What follows belongs to an exercise in optimizing a design on an open flow for small area, a short achievable clock period and few clock cycles; a production flow would make more cautious choices. Function was checked by simulation only, so behaviour that the tests miss may differ from the original.

**flow/run.sh**
```bash
#!/bin/bash
# synth_recipe.tcl (not shown) runs the flow's synth.tcl, then flattens the netlist and writes it again
# the make line also repeats each setting of config.mk as NAME=value (left out here)
make -C /OpenROAD-flow-scripts/flow DESIGN_CONFIG=/design/flow/config.mk WORK_HOME=/design/flow/orfs CLKGATE_MAP_FILE= SYNTH_SCRIPT=/design/flow/synth_recipe.tcl finish
```
**flow/config.mk**
```make
export PLATFORM = sky130hd
export DESIGN_NAME = pif_core
export DESIGN_NICKNAME = pif_core
export VERILOG_FILES = /design/flow/design.v
export SDC_FILE = /design/flow/constraint.sdc
export NUM_CORES = 4
export LEC_CHECK = 0
export ABC_CLOCK_PERIOD_IN_PS = 6000
export CAP_MARGIN = 20
export CORE_MARGIN = 2
export CORE_UTILIZATION = 45
export SETUP_SLACK_MARGIN = 3.6
export SLEW_MARGIN = 20
```
**flow/constraint.sdc**
```tcl
create_clock -name core_clock -period 10.0 [get_ports {clk}]
set_input_delay 2.0000 -clock core_clock [delete_from_list [all_inputs] [get_ports {clk}]]
set_output_delay 2.0000 -clock core_clock [all_outputs]
set_load 0.01 [all_outputs]
```
**flow/design.v**
```verilog
module pif_core (
    input  wire         clk,
    input  wire         rst,
    input  wire         host_we,
    input  wire [5:0]   host_addr,
    input  wire [7:0]   host_wdata,
    output wire [7:0]   host_rdata,
    input  wire         start,
    output wire         ready,
    output wire         fault,
    input  wire [127:0] pad,
    output wire         save_en,
    output wire         save_we,
    output wire [7:0]   save_slice,
    output wire [63:0]  save_wdata,
    input  wire [63:0]  save_rdata
);
    localparam [15:0] PAK_LOCK_ADDR    = 16'h0400;
    localparam [15:0] PAK_USABLE_BOUND = 16'h7FE0;
    localparam [3:0] S_IDLE   = 4'd0,
                     S_FETCH  = 4'd1,    
                     S_FETCH2 = 4'd2,    
                     S_DEC    = 4'd3,    
                     S_CRC    = 4'd4,    
                     S_CORR   = 4'd5,    
                     S_CWR    = 4'd6,    
                     S_SRD    = 4'd7,    
                     S_SWG1   = 4'd8,    
                     S_SWG2   = 4'd9,    
                     S_SWR    = 4'd10,   
                     S_FAULT  = 4'd11,
                     S_SRDREQ = 4'd12;   
    reg [511:0] mem;         
    reg [3:0]  st;
    reg [6:0]  p;            
    reg [2:0]  chan;         
    reg [63:0] f;            
    reg        f2;           
    reg [7:0]  slice;
    reg [6:0]  wlo, wend;    
    reg        zpend;        
    reg [7:0]  crc;
    reg [2:0]  crow, cend;   
    reg [2:0]  cms, cml;     
    reg        cfirst;
    reg [2:0]  ccnt;         
    reg        ovf_r;        
    reg [5:0]  sl_r;
    reg [6:0]  q;            
    reg [6:0]  e;            
    wire [2:0] pl  = p[2:0];
    wire [3:0] pl4 = {1'b0, pl};
    wire have1 = f2 || (pl4 + 4'd1 <= 4'd7);
    wire have2 = f2 || (pl4 + 4'd2 <= 4'd7);
    wire have3 = f2 || (pl4 + 4'd3 <= 4'd7);
    wire have4 = f2 || (pl4 + 4'd4 <= 4'd7);
    wire [7:0] h   = f[7:0];
    wire [7:0] rlb = f[15:8];
    wire [7:0] op  = f[23:16];
    wire [5:0] sl  = h[5:0];
    wire [7:0] t1  = (sl > 6'd1) ? f[31:24] : 8'h00;
    wire [7:0] t2  = (sl > 6'd2) ? f[39:32] : 8'h00;
    wire       endw   = (h == 8'hFE);
    wire       filler = h[7] || h[6] || (h == 8'h00);
    wire       ovf1   = e > 7'd64;
    wire       rlFE   = (rlb == 8'hFE);
    wire       need3  = (op == 8'h02 || op == 8'h04 || op == 8'h05) && (sl > 6'd1);
    wire       need4  = (op == 8'h02) && (sl > 6'd2);
    wire       allin  = have1 && (rlFE || ovf1 ||
                         (have2 && (!need3 || have3) && (!need4 || have4)));
    wire [15:0] pak_off = {t1, t2} & 16'hFFE0;
    wire        ch0  = (chan == 3'd0);
    wire        ch4  = (chan == 3'd4);
    wire        chp  = (chan <= 3'd3);
    wire        d_sig0 = (op == 8'h00 || op == 8'hFF) && ch0;
    wire        d_sig4 = (op == 8'h00 || op == 8'hFF) && ch4;
    wire        d_poll = (op == 8'h01) && chp;
    wire        d_pak  = (op == 8'h02) &&
                         (pak_off == PAK_LOCK_ADDR || pak_off < PAK_USABLE_BOUND);
    wire        d_crc  = (op == 8'h03);
    wire        d_srd  = (op == 8'h04) && ch4;
    wire        d_swr  = (op == 8'h05) && ch4;
    wire        d_ok   = d_sig0 || d_sig4 || d_poll || d_pak || d_crc || d_srd || d_swr;
    wire        d_long = d_crc && (sl > 6'd3);       
    wire        d_now  = d_sig0 || d_sig4 || d_poll || d_pak || (d_crc && !d_long);
    wire [8:0] e_rl9 = {2'b00, e} + {1'b0, rlb};
    wire       ovf2  = e_rl9 > 9'd64;
    wire [6:0] e_rl  = e_rl9[6:0];
    wire [6:0] ms    = p + 7'd5;        
    wire [6:0] me1   = e - 7'd1;        
    wire       dec   = (st == S_DEC);
    wire       trans = !endw && !filler;
    wire       go    = trans && allin && !rlFE && !ovf1;
    wire       fail  = go && !d_ok;
    wire       dwr   = dec && (fail || (go && d_now && !ovf2));
    wire [2:0] chan_inc = (chan == 3'd5) ? 3'd5 : chan + 3'd1;
    wire       wide  = (d_sig0 || d_sig4 || d_poll) && (rlb > 8'd4);
    wire       conc  = dec && (fail || (go && d_now && !ovf2 && !wide));
    wire [6:0] pn    = fail ? e : e_rl;
    wire [6:0] fp    = dec ? pn : p;
    wire [2:0] cb    = dec ? chan_inc : chan;
    wire [2:0] fpl   = fp[2:0];
    wire [3:0] fpl4  = {1'b0, fpl};
    reg  [7:0] lf;
    integer fk;
    always @* begin
        for (fk = 0; fk < 8; fk = fk + 1)
            lf[fk] = (fk < fpl) ||
                     ((memrow[8*fk+7] || memrow[8*fk+6] || memrow[8*fk +: 8] == 8'h00) &&
                      (memrow[8*fk +: 8] != 8'hFE) && !(fk == 7 && fp[5:3] == 3'd7));
    end
    reg  [8:0] fo;
    reg  [6:0] p_skip;
    reg  [2:0] chan_skip;
    reg  [3:0] cs;
    integer fj;
    always @* begin
        fo = 9'd0;
        for (fk = 0; fk < 9; fk = fk + 1) begin
            fo[fk] = 1'b1;
            for (fj = 0; fj < fk; fj = fj + 1)
                if (!lf[fj]) fo[fk] = 1'b0;
            if (fk < 8 && lf[fk]) fo[fk] = 1'b0;
        end
        p_skip    = 7'd0;
        chan_skip = 3'd0;
        for (fk = 0; fk < 9; fk = fk + 1) begin
            cs = {1'b0, cb} + fk - fpl4;
            if (fo[fk]) begin
                p_skip    = p_skip | ((fk == 8) ? {fp[6:3] + 4'd1, 3'd0} : {fp[6:3], fk[2:0]});
                chan_skip = chan_skip | ((cs > 4'd5) ? 3'd5 : cs[2:0]);
            end
        end
    end
    wire skip = !fo[fpl];
    wire [5:0] wsl  = W[5:0];
    wire [7:0] wop  = W[23:16];
    wire       wn3  = (wop == 8'h02 || wop == 8'h04 || wop == 8'h05) && (wsl > 6'd1);
    wire       wn4  = (wop == 8'h02) && (wsl > 6'd2);
    wire       fend = (W[7:0] == 8'hFE) || (fpl != 3'd7 && W[15:8] == 8'hFE);
    wire       need2 = (fpl >= 3'd6) || (fpl == 3'd5 && wn3) || (fpl == 3'd4 && wn4);
    wire       fx_end  = (fp > 7'd62) || (!skip && fend);
    wire [3:0] fx_st   = fx_end ? S_IDLE : skip ? S_FETCH : need2 ? S_FETCH2 : S_DEC;
    wire [6:0] fx_p    = skip ? p_skip : fp;
    wire [2:0] fx_chan = skip ? chan_skip : cb;
    assign ready      = (st == S_IDLE);
    assign fault      = (st == S_FAULT);
    assign save_en    = (st == S_SRDREQ) || (st == S_SWR);
    assign save_we    = (st == S_SWR);
    assign save_slice = slice;
    assign save_wdata = f;
    wire hostsel = (st == S_IDLE) || (st == S_FAULT);
    reg [2:0] erow;
    always @* begin
        case (st)
            S_FETCH2: erow = p[5:3] + 3'd1;
            S_SWG1:   erow = q[5:3];
            S_SWG2:   erow = q[5:3] + 3'd1;
            S_CRC:    erow = crow;
            default:  erow = fp[5:3];
        endcase
    end
    wire [2:0]  rsel = hostsel ? host_addr[5:3] : erow;
    wire [63:0] r01 = rsel[0] ? mem[127:64]  : mem[63:0];
    wire [63:0] r23 = rsel[0] ? mem[255:192] : mem[191:128];
    wire [63:0] r45 = rsel[0] ? mem[383:320] : mem[319:256];
    wire [63:0] r67 = rsel[0] ? mem[511:448] : mem[447:384];
    wire [63:0] r03 = rsel[1] ? r23 : r01;
    wire [63:0] r47 = rsel[1] ? r67 : r45;
    wire [63:0] memrow = rsel[2] ? r47 : r03;
    wire [31:0] hb4 = host_addr[2] ? memrow[63:32] : memrow[31:0];
    wire [15:0] hb2 = host_addr[1] ? hb4[31:16] : hb4[15:0];
    assign host_rdata = host_addr[0] ? hb2[15:8] : hb2[7:0];
    wire [31:0] padc = chan[1] ? (chan[0] ? pad[127:96] : pad[95:64])
                               : (chan[0] ? pad[63:32]  : pad[31:0]);
    reg [31:0] rx32;
    always @* begin
        if (st == S_CWR)  rx32 = {24'd0, crc};
        else if (!go)     rx32 = 32'd0;
        else if (!d_ok)   rx32 = {24'd0, rlb | 8'h80};
        else if (d_sig0)  rx32 = 32'h00010005;
        else if (d_sig4)  rx32 = 32'h00008000;
        else if (d_poll)  rx32 = padc;
        else              rx32 = 32'd0;
    end
    wire        wrx = dec || (st == S_CWR);
    wire [63:0] X   = (st == S_SRD) ? save_rdata : memrow;
    wire [6:0] dlo = fail ? p + 7'd1 : e;
    wire [6:0] dhi = fail ? p + 7'd2 : e_rl;
    reg [2:0] amt;
    always @* begin
        case (st)
            S_SWG1, S_SWG2: amt = q[2:0];
            S_SRD:          amt = 3'd0 - wlo[2:0];
            default:        amt = fpl;
        endcase
    end
    wire [63:0] x4 = amt[2] ? {X[31:0], X[63:32]}   : X;
    wire [63:0] x2 = amt[1] ? {x4[15:0], x4[63:16]} : x4;
    wire [63:0] W  = amt[0] ? {x2[7:0], x2[63:8]}   : x2;
    wire [6:0] lo = dec ? dlo : wlo;
    wire [6:0] hi = dec ? dhi : wend;
    wire [1:0]  ra  = 2'd0 - lo[1:0];
    wire [31:0] ry2 = ra[1] ? {rx32[15:0], rx32[31:16]} : rx32;
    wire [31:0] r4  = ra[0] ? {ry2[7:0], ry2[31:8]}     : ry2;
    wire rng_en = dwr || (st == S_SRD) || (st == S_CWR) ||
                  (st == S_SWR && !ovf_r) || (st == S_FETCH && zpend);
    wire clr63  = (dec && (endw || (trans && allin && rlFE))) ||
                  ((st == S_FETCH || conc) && fx_end);
    wire [63:0] lane_d = (st == S_IDLE) ? {8{host_wdata}} :
                         (st == S_SRD) ? W : wrx ? {r4, r4} : 64'd0;
    wire [63:0] lane_w = rst ? 64'd0 : lane_d;
    wire [7:0] lo_row_eq, lo_row_gt, lo_lane_ge;
    wire [7:0] hi_row_eq, hi_row_lt, hi_lane_lt;
    wire [7:0] ha_row, ha_lane;
    genvar gr;
    generate
        for (gr = 0; gr < 8; gr = gr + 1) begin : g_dec
            assign lo_row_eq[gr]  = !lo[6] && lo[5:3] == gr;
            assign lo_row_gt[gr]  = !lo[6] && lo[5:3] <  gr;
            assign lo_lane_ge[gr] = gr >= lo[2:0];
            assign hi_row_eq[gr]  = !hi[6] && hi[5:3] == gr;
            assign hi_row_lt[gr]  = hi[6] || hi[5:3] > gr;
            assign hi_lane_lt[gr] = gr < hi[2:0];
            assign ha_row[gr]     = host_addr[5:3] == gr;
            assign ha_lane[gr]    = host_addr[2:0] == gr;
        end
    endgenerate
    wire host_wr = (st == S_IDLE) && host_we;
    integer i;
    always @(posedge clk) begin
        for (i = 0; i < 64; i = i + 1) begin
            if (rst ||
                (host_wr && ha_row[i/8] && ha_lane[i%8]) ||
                (rng_en && (lo_row_gt[i/8] || (lo_row_eq[i/8] && lo_lane_ge[i%8]))
                        && (hi_row_lt[i/8] || (hi_row_eq[i/8] && hi_lane_lt[i%8]))) ||
                (i == 63 && clr63))
                mem[8*i +: 8] <= (i == 63 && clr63) ? 8'h00 : lane_w[8*(i%8) +: 8];
        end
    end
    reg  [63:0] crc_in;
    integer l;
    always @* begin
        for (l = 0; l < 8; l = l + 1)
            crc_in[8*l +: 8] = ((!cfirst || l >= cms) && (crow != cend || l <= cml))
                               ? memrow[8*l +: 8] : 8'h00;
    end
    wire [7:0] crc_row, crc_z, crc_zi;
    wire [7:0] crc_y = (st == S_CRC) ? crc_row : crc;
    assign crc_row[0] = ^(crc & 8'h8f) ^ ^(crc_in & 64'h01bfcfebb0cba841);
    assign crc_row[1] = ^(crc & 8'h1e) ^ ^(crc_in & 64'h027e9fd761975183);
    assign crc_row[2] = ^(crc & 8'hb2) ^ ^(crc_in & 64'h0443f14473e50b47);
    assign crc_row[3] = ^(crc & 8'h64) ^ ^(crc_in & 64'h0886e289e6ca178e);
    assign crc_row[4] = ^(crc & 8'hc9) ^ ^(crc_in & 64'h100cc513cd952f1c);
    assign crc_row[5] = ^(crc & 8'h92) ^ ^(crc_in & 64'h20188a279a2b5f38);
    assign crc_row[6] = ^(crc & 8'h24) ^ ^(crc_in & 64'h4030144f3457be70);
    assign crc_row[7] = ^(crc & 8'hc7) ^ ^(crc_in & 64'h80dfe775d865d4a0);
    assign crc_z[0] = ^(crc_row & 8'hbf);
    assign crc_z[1] = ^(crc_row & 8'h7e);
    assign crc_z[2] = ^(crc_row & 8'h43);
    assign crc_z[3] = ^(crc_row & 8'h86);
    assign crc_z[4] = ^(crc_row & 8'h0c);
    assign crc_z[5] = ^(crc_row & 8'h18);
    assign crc_z[6] = ^(crc_row & 8'h30);
    assign crc_z[7] = ^(crc_row & 8'hdf);
    assign crc_zi[0] = ^(crc_y & 8'h56);
    assign crc_zi[1] = ^(crc_y & 8'hac);
    assign crc_zi[2] = ^(crc_y & 8'h0f);
    assign crc_zi[3] = ^(crc_y & 8'h1f);
    assign crc_zi[4] = ^(crc_y & 8'h3f);
    assign crc_zi[5] = ^(crc_y & 8'h7f);
    assign crc_zi[6] = ^(crc_y & 8'hfe);
    assign crc_zi[7] = ^(crc_y & 8'hab);
    wire [2:0] ct = 3'd7 - cml;     
    wire [63:0] txm;
    genvar gk;
    generate
        for (gk = 0; gk < 8; gk = gk + 1) begin : g_txm
            assign txm[8*gk +: 8] = ({2'b00, sl_r} > gk + 2) ? W[8*gk +: 8] : 8'h00;
        end
    endgenerate
    wire [3:0] ql4 = {1'b0, q[2:0]};
    integer k;
    always @(posedge clk) begin
        if (rst) begin
            st    <= S_IDLE;
            zpend <= 1'b0;
        end else begin
            case (st)
                S_IDLE: begin
                    zpend <= 1'b0;
                    if (start && mem[511:504] == 8'h01) begin
                        p    <= 7'd0;
                        chan <= 3'd0;
                        st   <= S_FETCH;
                    end
                end
                S_FETCH: begin
                    zpend <= 1'b0;
                    f     <= W;
                    e     <= fp + 7'd2 + {1'b0, W[5:0]};
                    f2    <= 1'b0;
                    p     <= fx_p;
                    chan  <= fx_chan;
                    st    <= fx_st;
                end
                S_FETCH2: begin
                    for (k = 0; k < 8; k = k + 1)
                        if (pl4 + k > 4'd7)
                            f[8*k +: 8] <= W[8*k +: 8];
                    f2 <= 1'b1;
                    st <= S_DEC;
                end
                S_DEC: begin
                    if (endw) begin
                        st <= S_IDLE;
                    end else if (filler) begin
                        chan <= chan_inc;
                        p    <= p + 7'd1;
                        st   <= S_FETCH;
                    end else if (!allin) begin
                        st <= S_FETCH2;
                    end else if (rlFE) begin
                        st <= S_IDLE;
                    end else if (ovf1) begin
                        st <= S_FAULT;
                    end else if (conc) begin
                        f    <= W;
                        e    <= fp + 7'd2 + {1'b0, W[5:0]};
                        f2   <= 1'b0;
                        p    <= fx_p;
                        chan <= fx_chan;
                        st   <= fx_st;
                    end else if (ovf2 && !d_swr) begin
                        st <= S_FAULT;
                    end else begin
                        chan <= chan_inc;
                        p    <= e_rl;
                        wlo  <= e;
                        wend <= e_rl;
                        if (d_now) begin
                            wlo   <= e + 7'd4;
                            zpend <= 1'b1;
                            st    <= S_FETCH;
                        end else if (d_long) begin
                            crc    <= 8'h00;
                            crow   <= ms[5:3];
                            cms    <= ms[2:0];
                            cend   <= me1[5:3];
                            cml    <= me1[2:0];
                            cfirst <= 1'b1;
                            st     <= S_CRC;
                        end else if (d_srd) begin
                            slice <= t1;
                            st    <= S_SRDREQ;
                        end else begin
                            slice <= t1;
                            sl_r  <= sl;
                            ovf_r <= ovf2;
                            q     <= p + 7'd4;
                            st    <= S_SWG1;
                        end
                    end
                end
                S_CRC: begin
                    cfirst <= 1'b0;
                    crow   <= crow + 3'd1;
                    if (crow == cend) begin
                        if (ct == 3'd0)
                            crc <= crc_z;
                        else if (ct == 3'd1)
                            crc <= crc_row;
                        else
                            crc <= crc_zi;
                        ccnt <= ct - 3'd2;
                        st   <= (ct <= 3'd2) ? S_CWR : S_CORR;
                    end else begin
                        crc <= crc_row;
                    end
                end
                S_CORR: begin
                    crc  <= crc_zi;
                    ccnt <= ccnt - 3'd1;
                    if (ccnt == 3'd1)
                        st <= S_CWR;
                end
                S_CWR: begin
                    wlo   <= wlo + 7'd4;
                    zpend <= 1'b1;
                    st    <= S_FETCH;
                end
                S_SRD: begin
                    wlo   <= wlo + 7'd8;
                    zpend <= 1'b1;
                    st    <= S_FETCH;
                end
                S_SRDREQ: st <= S_SRD;
                S_SWG1: begin
                    f  <= txm;
                    st <= (q[2:0] == 3'd0) ? S_SWR : S_SWG2;
                end
                S_SWG2: begin
                    for (k = 0; k < 8; k = k + 1)
                        if (ql4 + k > 4'd7)
                            f[8*k +: 8] <= txm[8*k +: 8];
                    st <= S_SWR;
                end
                S_SWR: begin
                    st <= ovf_r ? S_FAULT : S_FETCH;
                end
                S_FAULT: ;
                default: st <= S_FAULT;
            endcase
        end
    end
endmodule
```
==> flow_summary_export.csv, run 1 <==
group,metric,value,unit
synth,synth_edf_count,653,
placed_design,dpl-instance-area,48900,sq um
timing,setup_total_negative_slack,0,ns
setup_path,timing.setup.critical_path_class,"reg2out",
global_routing,grt_first_pass_wirelength,303,mm
clocking,worst_setup_hold_path_clk_slew,0.06,ns
run,max-cap-violations,0,
worst_hold_path,holdPathStages,2,
floorplanning,initial_utilization,45.2,%
global_routing,grt_usage,44.0,%
clocking,worstSkewPairLatency,0.70,ns
timing,drv_slew,0,
drt,vias,42200,
timing,tightest_slew,1.30,ns
setup_path,worst_path_most_repeated_cell,"sky130_fd_sc_hd__buf_4",
cells_and_area,layout.cells.most_common_list,"sky130_fd_sc_hd__edfxtp_1, sky130_fd_sc_hd__nand2_1, sky130_fd_sc_hd__nor2_1, sky130_fd_sc_hd__buf_4, sky130_fd_sc_hd__a21oi_1",
clocking,ctsHtreeMaxLevel,3,
global_routing,grt.overflow.total,0,
placed_design,detailedPlace.worstSlack,0.868,ns
clocking,hold_buffers,0,
synth,synth_top_area_share,45.1,%
synth,synthesis.area_per_instance,10.1,sq um
setup_path,timing.critical_path.max_delay_family,"simple AND/OR/NAND/NOR gates",
cells_and_area,syn2layout_area_growth,29.5,%
floorplanning,die-area,99200,sq um
setup_path,crit_arrival,5.38,ns
floorplanning,core_area,96300,sq um
setup_path,crit_buf_inv,5,
clocking,cts_buffers,74,
timing,period_minus_slack,7.38,ns
timing,finalClockSkew,0.0508,ns
setup_path,setup.worst_path.start_class,"flip-flop",
setup_path,depth_of_the_most_critical_reg_to_reg_path,28,
synth,synthFlopType,"sky130_fd_sc_hd__edfxtp_1",
synth,synth-async-reset-ratio,0,%
cells_and_area,final_net_count,5165,
placed_design,dp_cell_count,5798,
synth,synth_fp_nets,4589,
synth,netlist_instances,4309,
outcome,run_status,"finished clean",
synth,synth.top_cells.by_area,"sky130_fd_sc_hd__edfxtp_1, sky130_fd_sc_hd__mux2i_1, sky130_fd_sc_hd__nand2_1, sky130_fd_sc_hd__a21oi_1, sky130_fd_sc_hd__nor2_1",
clocking,tritoncts,"yes",
timing,finalSetupViolations,0,
setup_path,cp_slowest_cell,"sky130_fd_sc_hd__or4b_4",
setup_path,cp_data_required_time,8.00,ns
global_routing,vias_in_the_first_global_route,38600,
drt,via_per_inst,6.78,
cells_and_area,fin_cells,6223,
drt,drc,0,
timing,fmax,135,MHz
setup_path,cp_max_fo,12,
cells_and_area,post_route_cell_area,56400,sq um
placed_design,place_congestion,1.07,
timing,slew_headroom,13.0,%
synth,ys_seq_elements,658,
setup_path,critPathCaptureType,"output pin",
drt,postRouteAntennaNets,0,
setup_path,worstPathCellList,"or4_4 -> or2_4 -> or4b_4 -> and4_4 -> buf_4 -> a31oi_4 -> buf_12 -> buf_4 -> nand2_4 -> a22o_1 -> a21oi_1 -> a221oi_2 -> buf_4 -> mux4_2 -> a221o_1 -> buf_2",
floorplanning,io_pins,294,
worst_hold_path,min_path_type,"reg2reg",
synth,synth-seq-area-share,45.3,%
cells_and_area,post_route_core_utilization,58.5,%
cells_and_area,drive_gt1_share,22.2,%
synth,yosysTopAreaCell,"sky130_fd_sc_hd__edfxtp_1",
clocking,ctsLongestPathBuffers,3,
clocking,cts-root-buf,"sky130_fd_sc_hd__clkbuf_16",
timing,period_share,73.8,%
cells_and_area,final_common_cell,"sky130_fd_sc_hd__edfxtp_1",
clocking,numClockSinks,658,
timing,grt_setup_unrepaired,"yes",
placed_design,placement.io_buffers,293,
floorplanning,floorplan.die.width,315,um
timing,holdWs,0.526,ns
drt,drt_first_pass_iters,6,
global_routing,initial_antenna_violation_count,16,
drt,routedWlPerCell,36.3,um
synth,synth.distinct_cells,116,
synth,synth_cell_area,43500,sq um
setup_path,worst_path_largest_cell_delay,0.58,ns
setup_path,path_depth,16,
placed_design,place.detailed.hpwl,162,mm
drt,total_wirelength_of_the_detailed_routed_design,226,mm
drt,dr.first_iter.drc_count,6541,
global_routing,grt_start_max_net_pins,72,
synth,yosys_warnings,2,
floorplanning,fp-row-count,114,
timing,hold_viol_final,0,
timing,worst_slack,2.62,ns
floorplanning,die_height,315,um
[metal layers]
metal  up-vias  routed length (um)  track usage, %
met5         -                 245               0
met4        14               16400            25.0
met3       755               30900            13.8
met2      3405               94300            63.8
met1     20600               83800            58.2
li1      17300                   -               -
[final timing paths]
| kind | startpoint | end | slack (ns) |
|---|---|---|---|
| setup / recovery | f[21] | host_rdata[1] | 2.62 |
| hold / removal | zpend | zpend | 0.53 |
| setup reg to reg | f[21] | crc[0] | 2.92 |
| hold reg to reg | zpend | zpend | 0.53 |
[logic make-up after synthesis]
group           after synthesis  share of synthesized area [%]
simple gates               1491                           15.6
compound gates             1156                           18.6
flops                       658                           45.3
buf+inv                     385                           4.11
mux                         289                           7.98
xor+xnor                    260                           6.25
fa+ha+maj                    70                           2.20
[cell type report]
type,instances,area [sq um]
Fill cell,8180,39900
Multi-Input combinational cell,3277,24300
Sequential cell,658,19700
Timing Repair Buffer,792,7910
Clock buffer,88,1900
Tap cell,1276,1600
Clock inverter,45,572
Inverter,82,317
Antenna cell,5,12.5
[registers in the layout, indices dropped and copies added, names as in the netlist, 3 cells and up]
| name | cells |
|---|---|
| q | 6 |
| wlo | 7 |
| cend | 3 |
| slice | 8 |
| e | 7 |
| crc | 8 |
| ccnt | 3 |
| crow | 3 |
| st | 4 |
| cml | 3 |
| sl_r | 6 |
| chan | 3 |
| p | 7 |
| f | 64 |
| wend | 7 |
| mem | 512 |
| cms | 3 |
[synth_stat cells, drive strengths merged, types with 18 or more instances]
cell / number
edfxtp: 653
nand2: 566
nor2: 440
a21oi: 331
o21ai: 220
mux2i: 217
xnor2: 168
clkbuf: 160
buf: 143
nand3: 115
and3: 86
inv: 77
xor2: 73
a2111oi: 72
a211oi: 67
ha: 59
nor3: 59
o21a: 58
a221oi: 45
mux4: 41
a31oi: 38
nand4: 36
a221o: 35
and2: 34
mux2: 31
nand2b: 27
o22ai: 27
o31ai: 27
a21boi: 25
nor2b: 25
a21o: 22
a22oi: 21
a32o: 21
xnor3: 19
o211ai: 18
o221ai: 18
or4: 18
[what timing repair did]
item                       4_1_cts  5_1_grt
setup endpoints to repair      612      228
setup buffers                  177       78
cloned                          23        5
pin swaps                       93      104
gates resized for setup        321      205
[worst reg2reg max path: cells and delay by family (launching register included)]
family | cells | cell delay, ns
simple gates | 7 | 1.99
buf+inv | 7 | 1.06
xor+xnor | 8 | 2.28
flops | 1 | 0.42
compound gates | 6 | 1.12
Testbench counts, summed over its fixed seeds: cycles 73,982.
==> run 2, diff against run 1 <==
--- a/flow/design.v
+++ b/flow/design.v
@@ -50,2 +50,3 @@
     reg [6:0]  e;            
+    reg        cshort;       
     wire [2:0] pl  = p[2:0];
@@ -97,3 +98,4 @@
     wire       wide  = (d_sig0 || d_sig4 || d_poll) && (rlb > 8'd4);
-    wire       conc  = dec && (fail || (go && d_now && !ovf2 && !wide));
+    wire       conc  = (dec && (fail || (go && d_now && !ovf2 && !wide))) ||
+                       (st == S_CWR && cshort);
     wire [6:0] pn    = fail ? e : e_rl;
@@ -351,2 +353,3 @@
                             cfirst <= 1'b1;
+                            cshort <= (rlb <= 8'd4);
                             st     <= S_CRC;
@@ -387,5 +390,14 @@
                 S_CWR: begin
-                    wlo   <= wlo + 7'd4;
-                    zpend <= 1'b1;
-                    st    <= S_FETCH;
+                    if (cshort) begin
+                        f    <= W;
+                        e    <= fp + 7'd2 + {1'b0, W[5:0]};
+                        f2   <= 1'b0;
+                        p    <= fx_p;
+                        chan <= fx_chan;
+                        st   <= fx_st;
+                    end else begin
+                        wlo   <= wlo + 7'd4;
+                        zpend <= 1'b1;
+                        st    <= S_FETCH;
+                    end
                 end
--- a/flow/config.mk
+++ b/flow/config.mk
@@ -11,3 +11,6 @@
 export CORE_UTILIZATION = 45
-export SETUP_SLACK_MARGIN = 3.6
+export CTS_BUF_LIST = sky130_fd_sc_hd__clkbuf_8
+export CTS_CLUSTER_SIZE = 20
+export SETUP_SLACK_MARGIN = 3.4
 export SLEW_MARGIN = 20
+export TNS_END_PERCENT = 5
==> run 2 against run 1 <==
  * Still clean
  * Register-to-register slack improved by 0.07 ns
  * Critical path depth rose by 1
  * Utilization fell by 0.62 points
  * Wire length fell by 3.8%
  * Global-route usage fell by 2.1 points
  * Synthesized cell count rose by 1.5%
  * Cell count rose by 2.5%
  * Highest routed layer unchanged
==> flow_summary_export.csv, run 2 <==
group,metric,value,unit
cells_and_area,largest_register,"mem",
drt,postRouteAntennaNets,0,
setup_path,reg2reg_setup_slack,2.99,ns
setup_path,critPathCaptureType,"output pin",
worst_hold_path,min_path_type,"reg2reg",
run,max-cap-violations,0,
setup_path,crit_buf_inv,5,
timing,setup_total_negative_slack,0,ns
cells_and_area,post_route_cell_area,56100,sq um
global_routing,grt.overflow.total,0,
cells_and_area,final_common_cell,"sky130_fd_sc_hd__edfxtp_1",
floorplanning,initial_utilization,45.5,%
drt,drc,0,
timing,tightest_slew,1.33,ns
clocking,ctsLongestPathBuffers,3,
global_routing,grt_start_max_net_pins,74,
global_routing,vias_in_the_first_global_route,38700,
setup_path,worst_path_most_repeated_cell,"sky130_fd_sc_hd__buf_12",
synth,synth-async-reset-ratio,0,%
setup_path,worstPathCellList,"or4_4 -> o211ai_1 -> a211oi_4 -> or4_4 -> o211ai_4 -> buf_12 -> buf_12 -> nand2_8 -> buf_12 -> buf_6 -> mux4_2 -> mux2i_4 -> nand2_1 -> o21ai_0 -> o21ai_0 -> a221o_1 -> buf_2",
synth,synth.distinct_cells,110,
clocking,ctsHtreeMaxLevel,3,
synth,yosys-top-cells-count,"sky130_fd_sc_hd__edfxtp_1, sky130_fd_sc_hd__nand2_1, sky130_fd_sc_hd__nor2_1",
placed_design,place_congestion,1.05,
synth,synth_edf_count,654,
timing,drv_slew,0,
setup_path,timing.rr.start,"f[5]",
synth,synth.top_cells.by_area,"sky130_fd_sc_hd__edfxtp_1, sky130_fd_sc_hd__mux2i_1, sky130_fd_sc_hd__nand2_1, sky130_fd_sc_hd__a21oi_1, sky130_fd_sc_hd__xnor2_1",
global_routing,grt_usage,41.9,%
setup_path,crit_arrival,5.48,ns
floorplanning,die-area,100000,sq um
timing,period_share,74.8,%
clocking,cts-root-buf,"sky130_fd_sc_hd__clkbuf_8",
clocking,numClockSinks,659,
global_routing,initial_antenna_violation_count,10,
synth,synth_cell_area,44000,sq um
synth,synth-seq-area-share,44.8,%
synth,synthMostInstantiatedCell,"sky130_fd_sc_hd__edfxtp_1",
drt,routedWlPerCell,34.0,um
cells_and_area,layout.cells.most_common_list,"sky130_fd_sc_hd__edfxtp_1, sky130_fd_sc_hd__nand2_1, sky130_fd_sc_hd__nor2_1, sky130_fd_sc_hd__buf_4, sky130_fd_sc_hd__a21oi_1",
floorplanning,io_pins,294,
cells_and_area,post_route_core_utilization,57.9,%
cells_and_area,fin_cells,6380,
placed_design,dp_cell_count,5902,
setup_path,worstReg2RegEnd,"crc[7]",
synth,synth_top_area_share,44.6,%
outcome,run_status,"finished clean",
clocking,tritoncts,"yes",
floorplanning,floorplan.die.width,317,um
floorplanning,die_height,317,um
synth,synthFlopType,"sky130_fd_sc_hd__edfxtp_1",
global_routing,grt_first_pass_wirelength,294,mm
setup_path,setup.worst_path.start_class,"flip-flop",
drt,dr.first_iter.drc_count,6656,
setup_path,timing.setup.critical_path_class,"reg2out",
synth,ys_seq_elements,659,
timing,fmax,134,MHz
timing,finalClockSkew,0.0567,ns
synth,netlist_instances,4373,
setup_path,timing.critical_path.max_delay_family,"simple AND/OR/NAND/NOR gates",
synth,yosys_warnings,2,
timing,slew_headroom,10.7,%
timing,hold_viol_final,0,
synth,yosysTopAreaCell,"sky130_fd_sc_hd__edfxtp_1",
clocking,worst_setup_hold_path_clk_slew,0.07,ns
worst_hold_path,holdPathStages,2,
drt,via_per_inst,6.52,
timing,grt_setup_unrepaired,"yes",
cells_and_area,final_net_count,5303,
setup_path,critical_path.endpoint,"host_rdata[5]",
synth,synthesis.area_per_instance,10.1,sq um
timing,period_minus_slack,7.48,ns
floorplanning,fp-row-count,114,
timing,finalSetupViolations,0,
placed_design,placement.io_buffers,293,
placed_design,place.detailed.hpwl,157,mm
setup_path,depth_of_the_most_critical_reg_to_reg_path,26,
clocking,worstSkewPairLatency,0.80,ns
cells_and_area,biggestRegsByFlops,"mem: 512 flops, f: 64 flops",
setup_path,cp_data_required_time,8.00,ns
cells_and_area,drive_gt1_share,20.1,%
setup_path,critical_path.startpoint,"f[5]",
drt,vias,41600,
cells_and_area,largest_register_ffs,512,
setup_path,cp_max_fo,12,
floorplanning,core_area,96900,sq um
drt,total_wirelength_of_the_detailed_routed_design,217,mm
cells_and_area,syn2layout_area_growth,27.4,%
setup_path,path_depth,17,
setup_path,cp_slowest_cell,"sky130_fd_sc_hd__or4_4",
setup_path,worst_path_largest_cell_delay,0.65,ns
synth,synth_fp_nets,4657,
clocking,cts_buffers,109,
drt,drt_first_pass_iters,7,
placed_design,dpl-instance-area,49400,sq um
==> run 2: worst min-delay path by stage <==
stage	start	end	slack, ns
floorplan	p[0]	q[0]	0.48
global placement	zpend	zpend	0.51
detailed placement	zpend	zpend	0.50
CTS	zpend	zpend	0.52
global route	zpend	zpend	0.53
finish	zpend	zpend	0.52
==> run 2: timing repair <==
action                                 4_1_cts  5_1_grt
hold buffers                                 0        0
gates resized for setup                    319       84
pin swaps                                   91       56
buffers inserted                           185       73
setup endpoints to repair                  631      343
endpoints found under the hold margin        0        0
cloned                                      14        7
==> run 2: metal layers <==
metal	vias up	wire length, um	track usage, %
met5	-	38	0
met4	6	18300	27.9
met3	656	24700	10.6
met2	2988	93600	62.9
met1	20300	80600	53.6
li1	17600	-	-
==> run 2: worst reg2reg max path: cells and delay by family (launching register included) <==
family | cells | cell delay (ns)
AOI/OAI and AO/OA | 4 | 0.72
xor gates and xnor gates | 7 | 1.83
buffers and inverters | 8 | 1.34
DFF | 1 | 0.47
muxes | 2 | 0.96
and+or+nand+nor | 5 | 1.40
==> run 2: cell families (layout without fill, tap and decap cells) <==
logic type	after synthesis	after routing	synth area share, %
AO/OA/AOI/OAI	1123	1124	16.7
XOR/XNOR	323	323	7.25
adder cells (fa/ha/maj)	74	74	2.31
buffers and inverters	359	1081	3.67
multiplexers	401	401	10.7
flip-flops	659	659	44.8
AND/OR/NAND/NOR	1434	1439	14.6
other	0	3	0
==> run 2: stage by stage <==
stage | setup WS (ns) | hold slack (ns)
floorplan | 2.97 | 0.479
global placement | 0.697 | 0.507
detailed placement | 0.569 | 0.502
CTS | 2.65 | 0.517
global route | 2.44 | 0.532
finish | 2.52 | 0.522
==> run 2: cell type report <==
class | count | area [sq um]
Clock buffer | 110 | 1510
Fill cell | 8373 | 40800
Multi-Input combinational cell | 3361 | 24400
Sequential cell | 659 | 19700
Timing Repair Buffer | 807 | 7910
Inverter | 81 | 305
Antenna cell | 3 | 7.51
Tap cell | 1276 | 1600
Clock inverter | 83 | 583
Testbench counts of run 2, summed over its fixed seeds: cycles 73,650.
==> run 3, diff against run 2 <==
--- a/flow/design.v
+++ b/flow/design.v
@@ -50,3 +50,4 @@
     reg [6:0]  e;            
-    reg        cshort;       
+    reg        cshort;
+    reg [6:0]  erl;          
     wire [2:0] pl  = p[2:0];
@@ -98,5 +99,5 @@
     wire       wide  = (d_sig0 || d_sig4 || d_poll) && (rlb > 8'd4);
-    wire       conc  = (dec && (fail || (go && d_now && !ovf2 && !wide))) ||
+    wire       conc  = (dec && go && d_now && !ovf2 && !wide) ||
                        (st == S_CWR && cshort);
-    wire [6:0] pn    = fail ? e : e_rl;
+    wire [6:0] pn    = erl;
     wire [6:0] fp    = dec ? pn : p;
@@ -142,2 +143,3 @@
     wire       fend = (W[7:0] == 8'hFE) || (fpl != 3'd7 && W[15:8] == 8'hFE);
+    wire [6:0] fe    = fp + 7'd2 + {1'b0, W[5:0]};
     wire       need2 = (fpl >= 3'd6) || (fpl == 3'd5 && wn3) || (fpl == 3'd4 && wn4);
@@ -249,3 +251,3 @@
     end
-    wire [7:0] crc_row, crc_z, crc_zi;
+    wire [7:0] crc_row, crc_z, crc_zi, crc_zi2;
     wire [7:0] crc_y = (st == S_CRC) ? crc_row : crc;
@@ -275,2 +277,10 @@
     assign crc_zi[7] = ^(crc_y & 8'hab);
+    assign crc_zi2[0] = ^(crc & 8'h62);
+    assign crc_zi2[1] = ^(crc & 8'hc4);
+    assign crc_zi2[2] = ^(crc & 8'hea);
+    assign crc_zi2[3] = ^(crc & 8'hd5);
+    assign crc_zi2[4] = ^(crc & 8'haa);
+    assign crc_zi2[5] = ^(crc & 8'h54);
+    assign crc_zi2[6] = ^(crc & 8'ha9);
+    assign crc_zi2[7] = ^(crc & 8'h31);
     wire [2:0] ct = 3'd7 - cml;     
@@ -302,3 +312,4 @@
                     f     <= W;
-                    e     <= fp + 7'd2 + {1'b0, W[5:0]};
+                    e     <= fe;
+                    erl   <= fe + W[14:8];
                     f2    <= 1'b0;
@@ -312,2 +323,4 @@
                             f[8*k +: 8] <= W[8*k +: 8];
+                    if (pl == 3'd7)
+                        erl <= e + W[14:8];
                     f2 <= 1'b1;
@@ -328,5 +341,10 @@
                         st <= S_FAULT;
+                    end else if (!d_ok) begin
+                        chan <= chan_inc;
+                        p    <= e;
+                        st   <= S_FETCH;
                     end else if (conc) begin
                         f    <= W;
-                        e    <= fp + 7'd2 + {1'b0, W[5:0]};
+                        e    <= fe;
+                        erl  <= fe + W[14:8];
                         f2   <= 1'b0;
@@ -384,6 +402,11 @@
                 S_CORR: begin
-                    crc  <= crc_zi;
-                    ccnt <= ccnt - 3'd1;
-                    if (ccnt == 3'd1)
-                        st <= S_CWR;
+                    if (ccnt >= 3'd2) begin
+                        crc  <= crc_zi2;
+                        ccnt <= ccnt - 3'd2;
+                        if (ccnt == 3'd2)
+                            st <= S_CWR;
+                    end else begin
+                        crc <= crc_zi;
+                        st  <= S_CWR;
+                    end
                 end
@@ -392,3 +415,4 @@
                         f    <= W;
-                        e    <= fp + 7'd2 + {1'b0, W[5:0]};
+                        e    <= fe;
+                        erl  <= fe + W[14:8];
                         f2   <= 1'b0;
--- a/flow/config.mk
+++ b/flow/config.mk
@@ -15,2 +15,2 @@
 export SLEW_MARGIN = 20
-export TNS_END_PERCENT = 5
+export TNS_END_PERCENT = 10
==> run 3 against run 2 <==
  * Design area decreased by 3.1%
  * Via count about the same
  * Clock-buffer cell count increased by 4
  * Maximum frequency increased by 9.1%
  * Clock skew increased by 0.020 ns
  * Synthesized area decreased by 1.3%
  * Cell count decreased by 3.2%
  * Synthesized cell count decreased by 1.3%
  * Worst setup slack improved by 0.63 ns
==> flow_summary_export.csv, run 3 <==
group,metric,value,unit
outcome,run_status,"finished clean",
setup_path,crit_buf_inv,6,
drt,routedWlPerCell,36.8,um
synth,yosys_warnings,2,
setup_path,timing.critical_path.max_delay_family,"buffers and inverters",
clocking,cts-root-buf,"sky130_fd_sc_hd__clkbuf_8",
worst_hold_path,holdPathStages,2,
cells_and_area,syn2layout_area_growth,25.1,%
global_routing,grt.met1_usage,57.5,%
drt,drc,0,
setup_path,timing.rr.start,"st[3]",
floorplanning,floorplan.die.width,315,um
floorplanning,initial_utilization,45.6,%
global_routing,groute.layer.met2.usage,64.9,%
clocking,tritoncts,"yes",
setup_path,worst_path_most_repeated_cell,"sky130_fd_sc_hd__buf_6",
drt,drt_first_pass_iters,7,
global_routing,grt_first_pass_wirelength,305,mm
run,max-cap-violations,0,
synth,synthMostInstantiatedCell,"sky130_fd_sc_hd__edfxtp_1",
placed_design,place.detailed.hpwl,166,mm
setup_path,worstPathCellList,"buf_6 -> nor2b_1 -> a211oi_1 -> o211ai_1 -> buf_4 -> nand2b_4 -> buf_6 -> bufbuf_16 -> a2111oi_1 -> nor4_4 -> inv_2 -> mux4_2 -> mux2i_4 -> buf_2",
cells_and_area,largest_register_ffs,512,
synth,synth_fp_nets,4599,
setup_path,crit_arrival,4.85,ns
timing,period_share,68.5,%
setup_path,depth_of_the_most_critical_reg_to_reg_path,27,
synth,synth-async-reset-ratio,0,%
floorplanning,die_height,315,um
synth,synth.top_cells.by_area,"sky130_fd_sc_hd__edfxtp_1, sky130_fd_sc_hd__nand2_1, sky130_fd_sc_hd__mux2i_1, sky130_fd_sc_hd__a21oi_1, sky130_fd_sc_hd__nor2_1",
synth,synth_top_area_share,45.7,%
timing,grt_setup_unrepaired,"yes",
clocking,ctsHtreeMaxLevel,3,
drt,postRouteAntennaNets,0,
global_routing,grt_use_met3,14.6,%
placed_design,place_congestion,1.05,
setup_path,timing.setup.critical_path_class,"reg2out",
cells_and_area,drive_gt1_share,18.6,%
global_routing,grt_start_max_net_pins,75,
timing,slew_headroom,12.3,%
synth,synth_cell_area,43500,sq um
setup_path,cp_max_fo,18,
floorplanning,core_area,95300,sq um
floorplanning,die-area,99100,sq um
clocking,worstSkewPairLatency,0.87,ns
synth,yosys-top-cells-count,"sky130_fd_sc_hd__edfxtp_1, sky130_fd_sc_hd__nand2_1, sky130_fd_sc_hd__a21oi_1",
cells_and_area,final_net_count,5092,
global_routing,grt_usage,44.6,%
setup_path,reg2reg_setup_slack,3.18,ns
timing,tightest_slew,1.28,ns
cells_and_area,post_route_core_utilization,57.0,%
synth,yosysTopAreaCell,"sky130_fd_sc_hd__edfxtp_1",
cells_and_area,layout.cells.most_common_list,"sky130_fd_sc_hd__edfxtp_1, sky130_fd_sc_hd__nand2_1, sky130_fd_sc_hd__a21oi_1, sky130_fd_sc_hd__nor2_1, sky130_fd_sc_hd__clkdlybuf4s50_1",
worst_hold_path,min_path_type,"reg2reg",
clocking,ctsLongestPathBuffers,3,
drt,vias,41600,
setup_path,worstReg2RegEnd,"erl[6]",
drt,dr.first_iter.drc_count,6640,
clocking,hold_buffers,0,
global_routing,initial_antenna_violation_count,19,
synth,synth.distinct_cells,112,
floorplanning,fp-row-count,113,
timing,period_minus_slack,6.85,ns
global_routing,vias_in_the_first_global_route,38500,
timing,finalClockSkew,0.0768,ns
cells_and_area,final_common_cell,"sky130_fd_sc_hd__edfxtp_1",
synth,synth_edf_count,661,
setup_path,critPathCaptureType,"output pin",
synth,synthesis.area_per_instance,10.1,sq um
drt,total_wirelength_of_the_detailed_routed_design,227,mm
cells_and_area,biggestRegsByFlops,"mem: 512 flops, f: 64 flops",
cells_and_area,n_fill_cell,8338,
cells_and_area,fin_cells,6173,
setup_path,setup.worst_path.start_class,"flip-flop",
synth,netlist_instances,4314,
clocking,numClockSinks,666,
global_routing,grt.overflow.total,0,
setup_path,cp_data_required_time,8.00,ns
synth,synth-seq-area-share,45.9,%
timing,hold_viol_final,0,
clocking,cts_buffers,114,
synth,ys_seq_elements,666,
timing,finalSetupViolations,0,
clocking,worst_setup_hold_path_clk_slew,0.07,ns
worst_hold_path,worst_hold_startpoint,"zpend",
setup_path,path_depth,14,
setup_path,worst_path_largest_cell_delay,0.66,ns
cells_and_area,largest_register,"mem",
placed_design,placement.io_buffers,293,
drt,via_per_inst,6.74,
timing,drv_slew,0,
placed_design,dp_cell_count,5786,
global_routing,busiest_layer,"met2",
floorplanning,io_pins,294,
worst_hold_path,min_to,"zpend",
timing,fmax,146,MHz
synth,synthFlopType,"sky130_fd_sc_hd__edfxtp_1",
setup_path,cp_slowest_cell,"sky130_fd_sc_hd__a211oi_1",
timing,setup_total_negative_slack,0,ns
run 3: layer usage:
layer  part of all wire [%]  wire [um]
met4                    7.4      16800
met1                     37      83500
met2                     42      95400
met5                  0.049        112
met3                     14      31200
run 3: cells by family (layout without fill, tap and decap cells):
family,after synthesis,count (layout),share of synthesized area [%]
other,0,6,0
buffers and inverters,364,949,4.18
flip-flops,666,666,45.9
AO/OA/AOI/OAI,1181,1182,17.6
XOR/XNOR,256,256,6.39
adder cells (fa/ha/maj),75,75,2.37
AND/OR/NAND/NOR,1467,1469,15.3
multiplexers,305,305,8.27
run 3: worst max path at each step:
| stage | end | slack [ns] | startpoint |
|---|---|---|---|
| final | host_rdata[6] | 3.15 | st[3] |
| after global routing | host_rdata[6] | 3.23 | st[1] |
| after CTS | mem[163] | 3.15 | f[5] |
| after detailed placement | mem[509] | 1.12 | host_addr[4] |
| after global placement | mem[509] | 1.24 | host_addr[4] |
| after floorplan | erl[6] | 3.40 | host_addr[4] |
run 3: through the flow:
step	cell area (sq um)	setup slack [ns]	hold slack [ns]
2_1_floorplan	43500	3.40	0.453
3_3_place_gp	48400	1.24	0.468
3_5_place_dp	48400	1.12	0.481
4_1_cts	53600	3.15	0.490
5_1_grt	54400	3.23	0.533
6_report	54400	3.15	0.497
run 3: repair_timing:
item                       4_1_cts  5_1_grt
gates cloned                    20        4
resized for setup              328      104
setup endpoints to repair      560      801
setup buffers                  119       26
pin swaps                       45       32
run 3: worst register-to-register path: cells and delay by family (launching register included):
| kind | cells | cell delay, ns |
|---|---|---|
| AO/OA/AOI/OAI | 9 | 2.18 |
| buffers and inverters | 6 | 1.12 |
| adder cells (fa/ha/maj) | 3 | 1.02 |
| multiplexers | 3 | 0.89 |
| AND/OR/NAND/NOR | 3 | 0.51 |
| XOR/XNOR | 3 | 0.45 |
| flip-flops | 1 | 0.41 |
run 3: cell type report:
class                   instances  area (sq um)  area share (%)
diodes                          6          15.0          0.0276
clock buffers                 114          1570            2.89
clock inverters                97           684            1.26
inverters                      79           314           0.578
multi-input cells            3287         23400            43.0
flip-flops and latches        666         20000            36.7
well taps                    1265          1580            2.91
repair buffers                659          6840            12.6
Testbench counts of run 3, summed over its fixed seeds: cycles 74,157.

separate check: timing with driven ports:
The results above use ideal ports. As a check the final layouts listed here were re-extracted and re-timed, cells and wires unchanged. Step 1 sets driving cells, clkbuf_16 on the clock port and buf_2 on the other inputs (assumed; they add their load-dependent delay and slew). Step 2 times the ports against the registers' clock, not the clock port: input delays grow and output delays shrink by t, the midpoint of the rising clock arrivals with the driver on. Slacks: no drivers / after step 1 / after step 2; pairs: no drivers / after step 1.
| run | shift t [ns] | setup slack, ns | worst slew at a driven data input, ns | pins driven straight from the clock port |
|---|---|---|---|---|
| run 1 | 0.748 | 2.619 / 2.541 / 2.226 | 0.11 | 1 |
| run 2 | 0.849 | 2.523 / 2.450 / 2.342 | 0.09 | 1 |
| run 3 | 0.910 | 3.149 / 3.073 / 2.459 | 0.13 | 1 |
After both steps every run listed still meets setup and hold. The setup slack of run 3, which loses most, moves by -0.076 ns with the drivers and by -0.690 ns with both steps.
